From an optimization exercise on the open Yosys and OpenROAD flow, aimed at small area, a short achievable clock period and few clock cycles per item; shortcuts taken in it are not production practice. Only simulation tests tie the RTL to the original design; equivalence was not proved. Power is estimated from default activity; no workload was simulated.

==> flow/design.v, too long to show whole: its modules and the start of the top module <==
// module ghash_acc: 355 lines
module ghash_acc (
    input  wire         clk,
    input  wire         rst,         
    input  wire         in_valid,
    output wire         in_ready,
    input  wire [1:0]   in_op,
    input  wire [127:0] in_data,
    output wire [127:0] y,
    output wire         y_valid
);
  // ...
==> flow/run.sh <==
#!/bin/bash
# synth_recipe.tcl (not shown) runs the flow's synth.tcl, then flattens the netlist and writes it again
# the make line also repeats each setting of config.mk as NAME=value (left out here)
make -C /OpenROAD-flow-scripts/flow DESIGN_CONFIG=/design/flow/config.mk WORK_HOME=/design/flow/orfs CLKGATE_MAP_FILE= SYNTH_SCRIPT=/design/flow/synth_recipe.tcl finish
==> flow/config.mk <==
export PLATFORM = sky130hd
export DESIGN_NAME = ghash_acc
export DESIGN_NICKNAME = ghash_acc
export VERILOG_FILES = /design/flow/design.v
export SDC_FILE = /design/flow/constraint.sdc
export NUM_CORES = 4
export LEC_CHECK = 0
export CAP_MARGIN = 20
export CORE_MARGIN = 2
export CORE_UTILIZATION = 40
export PLACE_DENSITY = 0.6
export SLEW_MARGIN = 20
==> flow/constraint.sdc <==
create_clock -name core_clock -period 5.0 [get_ports {clk}]
set_input_delay 1.0000 -clock core_clock [delete_from_list [all_inputs] [get_ports {clk}]]
set_output_delay 1.0000 -clock core_clock [all_outputs]
set_load 0.01 [all_outputs]
==> summary.json, run 1 <==
{
  "placed_cells": 7314,
  "cts_hold_buffers": 0,
  "clk_skew_ns": 0.0230,
  "power-top-group": "combinational logic",
  "max_slew_margin_pct": 35.3,
  "nWellTaps": 1500,
  "power_sequential_mw": 4.72,
  "met3_track_usage_gr_pct": 4.23,
  "layout_top_registers": "h_q x128, x_q x128, z_q x128",
  "outcome": "complete, no violations",
  "synth-seq-cells": 436,
  "worst_path_largest_cell_delay_ns": 0.70,
  "final_max_slew_violation_count": 0,
  "synth_xor_area_share_pct": 46.1,
  "rsz0062_at_grt": "false",
  "layout.cells.most_common": "sky130_fd_sc_hd__nand2_1",
  "critPathSlowestCell": "sky130_fd_sc_hd__clkdlybuf4s50_1",
  "final_core_utilization_pct": 44.3,
  "endpoint_kind": "primary output",
  "htree_levels": 2,
  "design.core.area_um2": 112000,
  "drt-initial-drc-count": 4508,
  "area.sequential_um2": 10500,
  "worst_setup_path_endpoint": "y_valid",
  "row_count": 123,
  "holdPathStages": 1,
  "final.period_utilization_pct": 68.4,
  "layout-drive-gt1-share_pct": 3.01,
  "grt_overflow": 0,
  "synth_warnings": 1,
  "cp_num_cells": 2,
  "groute.layer.met2.usage_pct": 45.2,
  "muxShareOfSynthArea_pct": 0.265,
  "required_ns": 4.00,
  "critical_path.top_delay_family": "buffers and inverters",
  "worst_ep_arrival_time_ns": 2.42,
  "area_growth_pct": 9.88,
  "fin_hold_ws_ns": 0.457,
  "chipHeight_um": 341
}
Testbench counts, summed over its fixed seeds: cycles 21,234, items 2,506.
==> run 2, diff against run 1 <==
--- a/flow/design.v
+++ b/flow/design.v
@@ -11,20 +11,22 @@
     reg [127:0] h_q;      
     reg [127:0] x_q;      
     reg [127:0] z_q;      
     reg [2:0]   cnt_q;    
     reg         busy_q;
     reg         last_q;   
     reg         hz_q;     
     reg         rdy_q;    
+    reg         nrdy_q;   
+    reg         yv_q;     
     assign in_ready = rdy_q;
-    assign y_valid  = !busy_q;
+    assign y_valid  = yv_q;
     assign y        = z_q;
-    wire accept = in_valid && rdy_q;
+    wire accept = in_valid && !nrdy_q;
     wire start  = accept && in_op == 2'd0 && !hz_q;
     wire clr    = rst || (accept && in_op != 2'd2);
     wire busy_n = !rst && (start || (busy_q && !last_q));
     wire [2:0] cnt_n = (rst || !busy_q) ? 3'd0 : cnt_q + 3'd1;
     reg [44:0] hx_q;
     wire [44:0] hx_n;
     assign hx_n[0] = (in_data[0] ^ in_data[121]);
     assign hx_n[1] = (in_data[0] ^ in_data[126]);
@@ -330,25 +332,27 @@
     assign zx[127] = z_q[15];
     wire [127:0] zn = pt ^ zx;                   
     wire [127:0] an = busy_q ? (pt ^ (zx ^ in_data)) : (z_q ^ in_data);
     always @(posedge clk) begin
         busy_q <= busy_n;
         cnt_q  <= cnt_n;
         last_q <= busy_n && cnt_n == 3'd7;
         rdy_q  <= !busy_n || cnt_n == 3'd7;
+        nrdy_q <= busy_n && cnt_n != 3'd7;
+        yv_q   <= !busy_n;
         if (rst)
             hz_q <= 1'b1;
         else if (accept && in_op[1])
             hz_q <= 1'b0;
         if (accept && in_op[1]) begin
             h_q  <= in_data;
             hx_q <= hx_n;
         end
-        if (rdy_q)
+        if (!nrdy_q)
             x_q <= an;
         else
             x_q <= x_q >> 16;
         if (clr)
             z_q <= 128'd0;
         else if (busy_q)
             z_q <= zn;
     end
==> flow/config.mk (replaced) <==
export PLATFORM = sky130hd
export DESIGN_NAME = ghash_acc
export DESIGN_NICKNAME = ghash_acc
export VERILOG_FILES = /design/flow/design.v
export SDC_FILE = /design/flow/constraint.sdc
export NUM_CORES = 4
export LEC_CHECK = 0
export CAP_MARGIN = 20
export CORE_MARGIN = 2
export CORE_UTILIZATION = 55
export PLACE_DENSITY = 0.7
export SETUP_SLACK_MARGIN = 2.3
export SLEW_MARGIN = 20
==> summary.json, run 2 <==
{
  "outcome": {"value": "complete, no violations", "change": "unchanged"},
  "layout_top_registers": {"value": "h_q x128, x_q x128, z_q x128", "change": "unchanged"},
  "grt_overflow": {"value": 0, "change": "unchanged"},
  "worst_ep_arrival_time": {"value": 3.25, "unit": "ns", "change": "was 2.42 ns"},
  "synth_top_cells_by_count": {"value": "sky130_fd_sc_hd__nand2_1, sky130_fd_sc_hd__xnor2_1, sky130_fd_sc_hd__xor2_1", "change": "unchanged"},
  "ant_nets": {"value": 0, "change": "unchanged"},
  "setup_tns": {"value": 0, "unit": "ns", "change": "unchanged"},
  "cp_cell_sequence": {"value": "buf_4, nand2_1, xor2_1, xnor2_1, xnor2_1, xnor2_1, xnor2_1, xor2_1, a31oi_1", "change": "was inv_1, clkdlybuf4s50_1"},
  "maxClockFrequency": {"value": 0.361, "unit": "GHz", "change": "was 0.292 GHz"},
  "tritoncts_clock_tree": {"value": "yes", "change": "unchanged"},
  "synthArstFlopShare": {"value": 0, "unit": "%", "change": "unchanged"},
  "report.final.hold_viol_count": {"value": 0, "change": "unchanged"},
  "max_slew_margin": {"value": 29.3, "unit": "%", "change": "was 35.3%"},
  "routed_wl": {"value": 184, "unit": "mm", "change": "was 170 mm"},
  "detailed_placement_hpwl": {"value": 105, "unit": "mm", "change": "was 111 mm"},
  "clk_pin_slew": {"value": 0.06, "unit": "ns", "change": "about the same"},
  "route.vias.total": {"value": 43900, "change": "was 39700"},
  "synth-seq-cells": {"value": 438, "change": "was 436"},
  "critical_path.most_common_cell": "sky130_fd_sc_hd__xnor2_1",
  "design.core.area": {"value": 83300, "unit": "um2", "change": "was 112000 um2"},
  "total_clock_buffers_created_by_cts": {"value": 50, "change": "was 51"},
  "cts_hold_buffers": {"value": 0, "change": "unchanged"},
  "first_global_vias": {"value": 40300, "change": "was 37400"},
  "critical_path_peak_fanout": {"value": 16, "change": "was 36"},
  "clock_sinks": {"value": 438, "change": "was 436"},
  "numPortBuffers": {"value": 262, "change": "unchanged"},
  "library_cell_occupying_the_most_area_in_the_post_synthesis_netlist": {"value": "sky130_fd_sc_hd__xnor2_1", "change": "unchanged"},
  "post_synth_inst_count": {"value": 6054, "change": "was 6051"},
  "initial_core_util": {"value": 55.4, "unit": "%", "change": "was 40.3%"},
  "final-setup-viol-count": {"value": 0, "change": "unchanged"},
  "synth_warnings": {"value": 1, "change": "unchanged"},
  "drt-initial-drc-count": {"value": 6231, "change": "was 4508"},
  "clockBufferDepth": {"value": 3, "change": "unchanged"},
  "worst-setup-path-type": {"value": "flop to flop", "change": "was flop to primary output"},
  "gr-usage-all-layers": {"value": 40.3, "unit": "%", "change": "was 28.5%"},
  "final_layout_net_count": {"value": 6390, "change": "was 6001"},
  "synth_sequential_area_ratio": {"value": 22.8, "unit": "%", "change": "was 23.1%"},
  "drc": {"value": 0, "change": "unchanged"},
  "synth_top_cells_by_area": {"value": "sky130_fd_sc_hd__xnor2_1, sky130_fd_sc_hd__nand2_1, sky130_fd_sc_hd__xor2_1", "change": "unchanged"},
  "timing.final.crit_period": {"value": 2.77, "unit": "ns", "change": "was 3.42 ns"},
  "synth_nets": {"value": 6188, "change": "was 6185"},
  "worst_setup_path_start_kind": {"value": "flop", "change": "unchanged"},
  "vdd_drop_max": {"value": 0.329, "unit": "mV", "change": "was 0.296 mV"},
  "layout.cells.most_common": {"value": "sky130_fd_sc_hd__nand2_1", "change": "unchanged"},
  "synthDistinctLibCells": {"value": 32, "change": "was 33"},
  "area_growth": {"value": 19.5, "unit": "%", "change": "was 9.88%"},
  "endpoint_kind": {"value": "flop", "change": "was primary output"},
  "design_power_total": {"value": 20.6, "unit": "mW", "change": "was 19.0 mW"},
  "via_per_inst": {"value": 5.95, "change": "was 5.36"},
  "global_route_wire_length_before_repair": {"value": 263, "unit": "mm", "change": "was 253 mm"},
  "number_of_flops_mapped_to_enable_cells_by_yosys": {"value": 173, "change": "unchanged"},
  "power_density_over_the_cells": {"value": 374, "unit": "nW/um2", "change": "was 382 nW/um2"},
  "syn_area_per_cell": {"value": 7.62, "unit": "um2", "change": "was 7.49 um2"},
  "final_max_slew_violation_count": {"value": 0, "change": "unchanged"},
  "route.detailed.wl_per_inst": {"value": 24.9, "unit": "um", "change": "was 23.0 um"},
  "layout-drive-gt1-share": {"value": 12.8, "unit": "%", "change": "was 3.01%"},
  "ioPinCount": {"value": 263, "change": "unchanged"},
  "grt_start_max_net_pins": {"value": 110, "change": "was 113"},
  "required": {"value": 5.48, "unit": "ns", "change": "was 4.00 ns"},
  "htree_levels": {"value": 2, "change": "unchanged"},
  "horiz_die_dim": {"value": 294, "unit": "um", "change": "was 341 um"},
  "routabilityCongestion": {"value": 0.903, "change": "was 0.896"},
  "rsz0062_at_grt": {"value": "true", "change": "was false"},
  "p_leak": {"value": 21.7, "unit": "nW", "change": "was 18.4 nW"},
  "tightestPinTransition": {"value": 1.06, "unit": "ns", "change": "was 0.971 ns"},
  "worst_path_largest_cell_delay": {"value": 0.62, "unit": "ns", "change": "was 0.70 ns"},
  "post_synth_instance_area": {"value": 46100, "unit": "um2", "change": "was 45300 um2"},
  "critPathSlowestCell": {"value": "sky130_fd_sc_hd__dfxtp_4", "change": "was sky130_fd_sc_hd__clkdlybuf4s50_1"},
  "first_pass_iters": {"value": 5, "change": "was 6"},
  "drv_cap": {"value": 0, "change": "unchanged"},
  "hp-class": {"value": "flop to flop", "change": "unchanged"},
  "chipHeight": {"value": 294, "unit": "um", "change": "was 341 um"},
  "synth_flop_cell": {"value": "sky130_fd_sc_hd__dfxtp_1", "change": "unchanged"},
  "row_count": {"value": 106, "change": "was 123"},
  "final_cell_mix": {"value": "sky130_fd_sc_hd__nand2_1, sky130_fd_sc_hd__xnor2_1, sky130_fd_sc_hd__xor2_1", "change": "unchanged"},
  "clk_skew": {"value": 0.0281, "unit": "ns", "change": "was 0.0230 ns"},
  "synth_largest_type_area_fraction": {"value": 30.4, "unit": "%", "change": "was 32.2%"},
  "antenna_found_initial": {"value": 9, "change": "was 1"},
  "yosysMostFrequentCell": {"value": "sky130_fd_sc_hd__nand2_1", "change": "unchanged"},
  "clockRootBuffer": {"value": "sky130_fd_sc_hd__clkbuf_16", "change": "unchanged"},
  "clk_latency": {"value": 0.63, "unit": "ns", "change": "was 0.65 ns"},
  "floorplan.die_area": {"value": 86200, "unit": "um2", "change": "was 116000 um2"},
  "final.period_utilization": {"value": 55.4, "unit": "%", "change": "was 68.4%"}
}
## run 2: metrics by stage
| stage | area, um2 | setup slack, ns | hold slack [ns] | cells | util [%] |
|---|---|---|---|---|---|
| 6_report | 55100 | 2.23 | 0.451 | 7383 | 66.1 |
| 4_1_cts | 52000 | 2.30 | 0.452 | 7137 | 62.5 |
| 3_5_place_dp | 48200 | 1.49 | 0.444 | 6906 | 57.9 |
| 5_1_grt | 55100 | 2.20 | 0.469 | 7378 | 66.1 |
| 2_1_floorplan | 46100 | 0.850 | 0.418 | 6054 | - |
| 3_3_place_gp | 48200 | 1.60 | 0.437 | 6906 | 57.9 |
## run 2: repair_timing
item                       in CTS  in global routing
cloned                          2                  2
setup endpoints to repair     321                227
pin swaps                       1                  8
setup buffers                 135                239
resized for setup             108                 53
## run 2: path summary, 6_finish.rpt
kind                    start          endpoint  slack [ns]  cells past startpoint
max reg2reg    x_q[1]$_DFF_P_  x_q[105]$_DFF_P_        2.23                      9
max            x_q[1]$_DFF_P_  x_q[105]$_DFF_P_        2.23                      9
min reg2reg  cnt_q[0]$_DFF_P_  cnt_q[0]$_DFF_P_        0.45                      1
min          cnt_q[0]$_DFF_P_  cnt_q[0]$_DFF_P_        0.45                      1
## run 2: cell families after synthesis
logic type	after synthesis	synth area share [%]
compound gates	349	4.50
xor+xnor	2358	46.2
fa+ha+maj	1	0.0271
buf+inv	574	6.30
flops	438	22.8
mux	12	0.260
simple gates	2322	19.9
## run 2: cell type report
cell class	count	area, um2
Multi-Input combinational cell	5042	33000
Sequential cell	438	10700
Clock inverter	30	262
Clock buffer	64	1400
Antenna cell	5	12.5
Timing Repair Buffer	715	8290
Fill cell	6764	28200
Inverter	9	40.0
Tap cell	1080	1350
## run 2: where the power goes
part	leakage (nW)	switching, mW	internal [mW]	total (mW)
combinational	17.0	6.88	5.56	12.4
clock	0.814	1.69	2.10	3.78
sequential	3.86	0.416	3.96	4.38
## run 2: critical path, delay by kind of cell (launching register included)
kind	cells	cell delay (ns)
buf+inv	1	0.32
xor+xnor	6	1.19
compound gates	1	0.38
flops	1	0.62
simple gates	1	0.09
## run 2: metal layers
| metal | share of wire (%) | wire length, um | track usage, % |
|---|---|---|---|
| met1 | 35 | 64100 | 50.1 |
| met2 | 43 | 79800 | 61.6 |
| met3 | 13 | 24700 | 9.81 |
| met4 | 8.2 | 15100 | 27.7 |
| met5 | 0.0065 | 12 | 0 |
Testbench counts of run 2, summed over its fixed seeds: cycles 21,234, items 2,506.
==> run 3, diff against run 2 <==
--- a/flow/config.mk
+++ b/flow/config.mk
@@ -10,4 +10,4 @@
 export CORE_UTILIZATION = 55
 export PLACE_DENSITY = 0.7
-export SETUP_SLACK_MARGIN = 2.3
+export SETUP_SLACK_MARGIN = 2.5
 export SLEW_MARGIN = 20
==> summary.json, run 3 <==
{
  "outcome": {"value": "complete, no violations", "change": "unchanged"},
  "required": {"value": 5.49, "unit": "ns", "change": "was 5.48 ns"},
  "fin_hold_ws": {"value": 0.452, "unit": "ns", "change": "was 0.451 ns"},
  "synth_top_cells_by_area": {"value": "sky130_fd_sc_hd__xnor2_1, sky130_fd_sc_hd__nand2_1, sky130_fd_sc_hd__xor2_1", "change": "unchanged"},
  "total_clock_buffers_created_by_cts": {"value": 50, "change": "unchanged"},
  "global_route_wire_length_before_repair": {"value": 277, "unit": "mm", "change": "was 263 mm"},
  "setup_tns": {"value": 0, "unit": "ns", "change": "unchanged"},
  "horiz_die_dim": {"value": 294, "unit": "um", "change": "unchanged"},
  "synthDistinctLibCells": {"value": 32, "change": "unchanged"},
  "post_synth_instance_area": {"value": 46100, "unit": "um2", "change": "unchanged"},
  "synth-seq-cells": {"value": 438, "change": "unchanged"},
  "clockRootBuffer": {"value": "sky130_fd_sc_hd__clkbuf_16", "change": "unchanged"},
  "final_layout_net_count": {"value": 6594, "change": "was 6390"},
  "critical_path.top_delay_family": {"value": "XOR/XNOR gates", "change": "unchanged"},
  "clock_sinks": {"value": 438, "change": "unchanged"},
  "worst_path_largest_cell_delay": {"value": 0.53, "unit": "ns", "change": "was 0.62 ns"},
  "hp-class": {"value": "flop to flop", "change": "unchanged"},
  "clk_pin_slew": {"value": 0.06, "unit": "ns", "change": "about the same"},
  "syn_area_per_cell": {"value": 7.62, "unit": "um2", "change": "unchanged"},
  "final_cell_mix": {"value": "sky130_fd_sc_hd__nand2_1, sky130_fd_sc_hd__xnor2_1, sky130_fd_sc_hd__xor2_1", "change": "unchanged"},
  "tightestPinTransition": {"value": 0.887, "unit": "ns", "change": "was 1.06 ns"},
  "maxClockFrequency": {"value": 0.362, "unit": "GHz", "change": "was 0.361 GHz"},
  "library_cell_occupying_the_most_area_in_the_post_synthesis_netlist": {"value": "sky130_fd_sc_hd__xnor2_1", "change": "unchanged"},
  "vdd_drop_max": {"value": 0.298, "unit": "mV", "change": "was 0.329 mV"},
  "layout.cells.most_common": {"value": "sky130_fd_sc_hd__nand2_1", "change": "unchanged"},
  "drv_cap": {"value": 0, "change": "unchanged"},
  "first_pass_iters": {"value": 6, "change": "was 5"},
  "power_density_over_the_cells": {"value": 381, "unit": "nW/um2", "change": "was 374 nW/um2"},
  "drt-initial-drc-count": {"value": 7437, "change": "was 6231"},
  "synth_warnings": {"value": 1, "change": "unchanged"},
  "routed_wl": {"value": 204, "unit": "mm", "change": "was 184 mm"},
  "route.vias.total": {"value": 46800, "change": "was 43900"},
  "p_leak": {"value": 24.5, "unit": "nW", "change": "was 21.7 nW"},
  "number_of_flops_mapped_to_enable_cells_by_yosys": {"value": 173, "change": "unchanged"},
  "antenna_found_initial": {"value": 9, "change": "unchanged"},
  "initial_core_util": {"value": 55.4, "unit": "%", "change": "unchanged"},
  "tritoncts_clock_tree": {"value": "yes", "change": "unchanged"},
  "routabilityCongestion": {"value": 0.903, "change": "unchanged"},
  "synth_top_cells_by_count": {"value": "sky130_fd_sc_hd__nand2_1, sky130_fd_sc_hd__xnor2_1, sky130_fd_sc_hd__xor2_1", "change": "unchanged"},
  "drc": {"value": 0, "change": "unchanged"},
  "numPortBuffers": {"value": 262, "change": "unchanged"},
  "final_max_slew_violation_count": {"value": 0, "change": "unchanged"},
  "clockBufferDepth": {"value": 3, "change": "unchanged"},
  "timing.critical_path.buf_inv": {"value": 3, "change": "was 1"},
  "critPathSlowestCell": {"value": "sky130_fd_sc_hd__xnor2_2", "change": "was sky130_fd_sc_hd__dfxtp_4"},
  "gr-usage-all-layers": {"value": 42.6, "unit": "%", "change": "was 40.3%"},
  "row_count": {"value": 106, "change": "unchanged"},
  "final_core_utilization": {"value": 71.0, "unit": "%", "change": "was 66.1%"},
  "area_growth": {"value": 28.2, "unit": "%", "change": "was 19.5%"},
  "ant_nets": {"value": 0, "change": "unchanged"},
  "first_global_vias": {"value": 43000, "change": "was 40300"},
  "worst-setup-path-type": {"value": "flop to flop", "change": "unchanged"},
  "detailed_placement_hpwl": {"value": 105, "unit": "mm", "change": "unchanged"},
  "cts_hold_buffers": {"value": 0, "change": "unchanged"},
  "synth_sequential_area_ratio": {"value": 22.8, "unit": "%", "change": "unchanged"},
  "timing.final.crit_period": {"value": 2.76, "unit": "ns", "change": "was 2.77 ns"},
  "synth_nets": {"value": 6188, "change": "unchanged"},
  "synth_flop_cell": {"value": "sky130_fd_sc_hd__dfxtp_1", "change": "unchanged"},
  "htree_levels": {"value": 2, "change": "unchanged"},
  "chipHeight": {"value": 294, "unit": "um", "change": "unchanged"},
  "clk_skew": {"value": 0.0350, "unit": "ns", "change": "was 0.0281 ns"},
  "floorplan.die_area": {"value": 86200, "unit": "um2", "change": "unchanged"},
  "final-setup-viol-count": {"value": 0, "change": "unchanged"},
  "worst_ep_arrival_time": {"value": 3.25, "unit": "ns", "change": "about the same"},
  "layout-drive-gt1-share": {"value": 18.2, "unit": "%", "change": "was 12.8%"},
  "endpoint_kind": {"value": "flop", "change": "unchanged"},
  "worst_setup_path_start_kind": {"value": "flop", "change": "unchanged"},
  "yosysMostFrequentCell": {"value": "sky130_fd_sc_hd__nand2_1", "change": "unchanged"},
  "ioPinCount": {"value": 263, "change": "unchanged"},
  "rsz0062_at_grt": {"value": "true", "change": "unchanged"},
  "final.period_utilization": {"value": 55.2, "unit": "%", "change": "was 55.4%"},
  "layout_top_registers": {"value": "h_q x128, x_q x128, z_q x128", "change": "unchanged"},
  "design.core.area": {"value": 83300, "unit": "um2", "change": "unchanged"},
  "grt_overflow": {"value": 0, "change": "unchanged"},
  "route.detailed.wl_per_inst": {"value": 26.8, "unit": "um", "change": "was 24.9 um"},
  "synth_largest_type_area_fraction": {"value": 30.4, "unit": "%", "change": "unchanged"},
  "clk_latency": {"value": 0.64, "unit": "ns", "change": "was 0.63 ns"},
  "via_per_inst": {"value": 6.17, "change": "was 5.95"},
  "report.final.hold_viol_count": {"value": 0, "change": "unchanged"},
  "post_synth_inst_count": {"value": 6054, "change": "unchanged"},
  "cp_cell_sequence": {"value": "buf_12, buf_4, clkbuf_16, nand2_1, xor2_1, xnor2_1, xnor3_1, xnor2_2, mux2i_1, xor2_1, nor2_1", "change": "was buf_4, nand2_1, xor2_1, xnor2_1, xnor2_1, xnor2_1, xnor2_1, xor2_1, a31oi_1"},
  "grt_start_max_net_pins": {"value": 110, "change": "unchanged"},
  "critical_path.most_common_cell": {"value": "sky130_fd_sc_hd__xor2_1", "change": "was sky130_fd_sc_hd__xnor2_1"},
  "max_slew_margin": {"value": 40.9, "unit": "%", "change": "was 29.3%"},
  "synthArstFlopShare": {"value": 0, "unit": "%", "change": "unchanged"},
  "critical_path_peak_fanout": {"value": 6, "change": "was 16"}
}
## run 3: cell count changes in the layout (fill, tap and decap cells not counted), moves of 26 or more
cell                              delta
sky130_fd_sc_hd__dfxtp_1            -28
sky130_fd_sc_hd__clkdlybuf4s50_1   -125
sky130_fd_sc_hd__buf_12             +53
sky130_fd_sc_hd__dlygate4sd2_1     +126
sky130_fd_sc_hd__clkbuf_16          +26
sky130_fd_sc_hd__xnor2_1           -101
sky130_fd_sc_hd__xnor2_2            +96
sky130_fd_sc_hd__buf_4              +93
sky130_fd_sc_hd__dfxtp_4            +33
## run 3: worst register-to-register path, stage by stage, from the launching register on
cell	delay, ns
sky130_fd_sc_hd__dfxtp_4	0.47
sky130_fd_sc_hd__buf_12	0.16
sky130_fd_sc_hd__buf_4	0.13
sky130_fd_sc_hd__clkbuf_16	0.15
sky130_fd_sc_hd__nand2_1	0.08
sky130_fd_sc_hd__xor2_1	0.16
sky130_fd_sc_hd__xnor2_1	0.18
sky130_fd_sc_hd__xnor3_1	0.27
sky130_fd_sc_hd__xnor2_2	0.53
sky130_fd_sc_hd__mux2i_1	0.25
sky130_fd_sc_hd__xor2_1	0.18
sky130_fd_sc_hd__nor2_1	0.05
## run 3: layout make-up
type | instances | area [um2]
Fill cell | 6047 | 24200
Clock buffer | 64 | 1400
Clock inverter | 30 | 262
Sequential cell | 438 | 10800
Multi-Input combinational cell | 5042 | 34100
Inverter | 9 | 43.8
Timing Repair Buffer | 918 | 11100
Antenna cell | 6 | 15.0
Tap cell | 1080 | 1350
Timing Repair inverter | 1 | 5.00
## run 3: worst paths after layout
path / start / to / slack, ns / depth (start not counted)
min reg2reg: cnt_q[0]$_DFF_P_ / cnt_q[0]$_DFF_P_ / 0.45 / 1
max: x_q[15]$_DFF_P_ / x_q[116]$_SDFF_PP0_ / 2.24 / 11
max reg2reg: x_q[15]$_DFF_P_ / x_q[116]$_SDFF_PP0_ / 2.24 / 11
min: cnt_q[0]$_DFF_P_ / cnt_q[0]$_DFF_P_ / 0.45 / 1
## run 3: per-stage QoR
step           instance area, um2  worst slack (ns)  cells  power, mW
2_1_floorplan               46100             0.850   6054       12.9
3_3_place_gp                48200              1.60   6906       15.3
3_5_place_dp                48200              1.49   6906       15.4
4_1_cts                     55900              2.46   7439       20.4
5_1_grt                     59100              2.23   7583       23.2
6_report                    59100              2.24   7588       22.5
## run 3: timing repair
item / 4_1_cts / 5_1_grt
resized for setup: 361 / 213
buffers inserted: 433 / 110
setup endpoints to repair: 384 / 203
pin swaps: 11 / 148
cloned: 6 / 33
## run 3: per-layer routing
layer,wire (um),share of wire [%],GRT usage [%]
met1,66600,33,51.8
met2,84300,41,64.3
met3,31200,15,10.6
met4,21500,11,33.4
met5,46,0.023,0
## run 3: logic make-up after synthesis
group / after synthesis / share of synthesized area [%]
xor gates and xnor gates: 2358 / 46.2
and+or+nand+nor: 2322 / 19.9
buffers and inverters: 574 / 6.30
DFF: 438 / 22.8
AOI/OAI and AO/OA: 349 / 4.50
muxes: 12 / 0.260
adders and majority gates: 1 / 0.0271
## run 3: power breakdown
part           switching [mW]  internal, mW
Sequential              0.320          3.95
Combinational            7.85          6.63
Clock                    1.71          2.10
Total                    9.87          12.7

[what the ideal ports hide]
No port has a modelled driver above. Below, the same layouts with a new extraction and two added sets of constraints. Step 1 (the two cells are an assumption about what drives the block):
set clk [get_ports {clk}]
set_driving_cell -lib_cell sky130_fd_sc_hd__clkbuf_16 $clk
set_driving_cell -lib_cell sky130_fd_sc_hd__buf_2 [delete_from_list [all_inputs] $clk]
Step 2 moves the port delays by t, midway between the first and last clock arrival at a register: inputs arrive t later, outputs are due t later. That takes back most of the time a late clock gives input paths. Slacks: ideal / step 1 / step 2; pairs: ideal / step 1.
run	shift t [ns]	setup slack, ns	worst hold slack (ns)
run 1	0.711	1.580 / 1.505 / 1.715	0.457 / 0.457 / 0.457
run 2	0.693	2.230 / 2.225 / 1.751	0.451 / 0.451 / 0.451
run 3	0.702	2.240 / 2.240 / 1.977	0.452 / 0.452 / 0.452
After both steps every run listed still meets setup and hold. For run 2, which loses most, drivers alone change the setup slack by -0.005 ns; drivers and shift together by -0.479 ns.
